Background: an optimization exercise with open tools, aiming at a short achievable clock period and few clock cycles. Do not read the settings as production practice.
Where RTL was checked, it was by simulation tests only, not by an equivalence proof against the original.

Setup of branch onyx:
// crc32_engine
module crc32_engine (
    input  wire        clk,
    input  wire        rst,
    input  wire        cmd_valid,
    output wire        cmd_ready,
    input  wire [7:0]  cmd,
    input  wire [31:0] din,
    output wire [31:0] dout,
    output wire        err
);
Size in the first run: ~1,700 cells after synthesis, ~220 flip-flops, about 77 I/O pins, roughly 15,000 µm² of cells after synthesis.
Settings: LEC_CHECK=0, ABC_CLOCK_PERIOD_IN_PS=1000, CAP_MARGIN=20, CORE_MARGIN=2, CORE_UTILIZATION=40, SETUP_SLACK_MARGIN=4.6, SLEW_MARGIN=20, TNS_END_PERCENT=100; clock period 6.0 ns.
standard.sh (not shown) runs the stock make flow with config.mk's settings and CLKGATE_MAP_FILE= SYNTH_SCRIPT=/design/flow/synth_recipe.tcl, a recipe that flattens the netlist after the stock synthesis.
==> flow/flow/run.sh <==
#!/bin/bash
# Standard layout (the standard.sh, which runs the standard synthesis
# script), with more slow cells kept out of synthesis and repair: three-input
# XORs, high-stack OR/NOR/AND-OR cells and the like. Registers are untouched
# (flip-flops are mapped before ABC and none of them is in the list).
set -euo pipefail
PL=$(cat flow/platform_dont_use.txt)
EXTRA=$(cat flow/extra_dont_use.txt)
bash standard.sh "DONT_USE_CELLS=$PL $EXTRA" finish > standard.log 2>&1
Other scripts of this flow, unchanged in this note and not shown: flow/flow/extra_dont_use.txt, flow/flow/platform_dont_use.txt
branch onyx: no failed stages, no open violations at the end
Input changes introduced in branch nickel (baseline for comparison: branch onyx):
Settings: SETUP_SLACK_MARGIN changed from 4.6 to 5.0.
Notes after the runs:
When branch nickel is measured against branch onyx, its wire length of the first global-routing pass turns out 0.31% higher. | total of plain and repair buffers excluding clock buffers | higher: branch onyx |. met2 routed wirelength ended up 2.4% lower on branch nickel than on branch onyx. In the reports for branch onyx and branch nickel, the smaller met1 layer wirelength in the final routing belongs to branch nickel.
No functional check of the RTL was part of any run of this note.

* * *

before:
Another version of the RTL of crc32_engine (not shown whole).
Size: about 1200 cells after synthesis, roughly 80 flip-flops.
## crc32_engine
module crc32_engine (
    input  wire        clk,
    input  wire        rst,
    input  wire        cmd_valid,
    output wire        cmd_ready,
    input  wire [7:0]  cmd,
    input  wire [31:0] din,
    output wire [31:0] dout,
    output wire        err
);
clock: 6.0 ns
lec_check: 0
cap_margin: 20
core_margin: 2
core_utilization: 40
slew_margin: 20
synth_memory_max_bits: 65536
run.sh (not shown) runs the stock make flow with config.mk's settings and CLKGATE_MAP_FILE= SYNTH_SCRIPT=/design/flow/synth_recipe.tcl, a recipe that flattens the netlist after the stock synthesis.
Stock flow here: none of the scripts above is used.
No stage failed in before, and the final checks on the layout all came back clean.
--- input diff before..after ---
- ABC_CLOCK_PERIOD_IN_PS now 1500, previously not set
- SETUP_SLACK_MARGIN now 4.0, previously not set
- SYNTH_MEMORY_MAX_BITS no longer set, was 65536
--- outcome ---
Final cell count without fillers grows by more than 10% when moving from before to after.
Final worst-path setup slack in after is 1330 ps higher than in before
Between before and after, the flow reports sequential standard cell area increasing by a little under 10%.
Compared with before, after shows wire length of the first global-routing pass higher by 19%.
Per the comparison of after with before, number of global-route vias before repair saw an increase, via count grew by 29%, global routing met3 resource utilization picked up an extra 5.4 points.
before has higher final critical delay including setup and external delays than after.
Between before and after, the first-iteration DRC count is lower for before.
When after is set beside before, its amount of wire on met3 after detailed routing turns out to be 87% larger.
Function was not checked in any run of this note: the RTL went through the layout flow alone.

* * *

crc32_engine, a different RTL version from the one above (not shown whole).
For scale: about 1300 cells after synthesis, ~140 flip-flops, roughly 77 I/O pins, about 12000 um^2 of cells after synthesis.
Settings: LEC_CHECK=0, ABC_CLOCK_PERIOD_IN_PS=1000, CAP_MARGIN=20, CORE_MARGIN=2, CORE_UTILIZATION=40, SETUP_SLACK_MARGIN=5.0, SLEW_MARGIN=20, TNS_END_PERCENT=100; clock period 6.0 ns.
standard.sh (not shown) runs the stock make flow with config.mk's settings and CLKGATE_MAP_FILE= SYNTH_SCRIPT=/design/flow/synth_recipe.tcl, a recipe that flattens the netlist after the stock synthesis.
Scripts as last shown in full above: flow/flow/run.sh
Other scripts of this flow, unchanged in this note and not shown: flow/flow/extra_dont_use.txt, flow/flow/platform_dont_use.txt
The first run finished with timing, DRC and antenna clean.
Testbench counts at the start, summed over its fixed seeds: cycles 6,042.
Then changed:
Settings changed: SETUP_SLACK_MARGIN 5.0 to 4.3.
Outcome: Die area does not change. Sequential share of layout area is lower by 0.99 points. Routed wire length is higher by roughly a tenth. Cell area is higher by a few percent. Clock-buffer cell count is unchanged. Synthesized area stays the same. Non-clock buffer count climbs by 53. Cell count rises by a few percent.

==> what the ideal ports hide <==
No port has a modelled driver above. Below, the same layouts with a new extraction and two added sets of constraints. Step 1, drivers: a clkbuf_16 drives clk and a buf_2 each remaining input, both assumed. Step 2 times the ports against the registers' clock, not the clock port: input delays grow and output delays shrink by t, the midpoint of the rising clock arrivals with the driver on. Three values: ideal, step 1, step 2; two values: the first two.
run | t (ns) | slack for setup (ns) | worst register clock-pin slew, ns | cell pins on the clock port's net
branch onyx | 0.604 | 3.361 / 3.361 / 3.008 | 0.07 / 0.07 | 1
branch nickel | 0.633 | 3.489 / 3.489 / 3.215 | 0.07 / 0.07 | 1
before | 0.384 | 1.616 / 1.638 / 1.254 | 0.07 / 0.07 | 1
after | 0.397 | 2.947 / 2.947 / 2.919 | 0.07 / 0.07 | 1
the first run of note 3 | 0.499 | 3.668 / 3.668 / 3.232 | 0.08 / 0.08 | 1
the second run of note 3 | 0.505 | 3.573 / 3.589 / 3.084 | 0.07 / 0.07 | 1
After both steps every run listed still meets setup and hold. The setup slack of the second run of note 3, which loses most, moves by +0.016 ns with the drivers and by -0.489 ns with both steps.
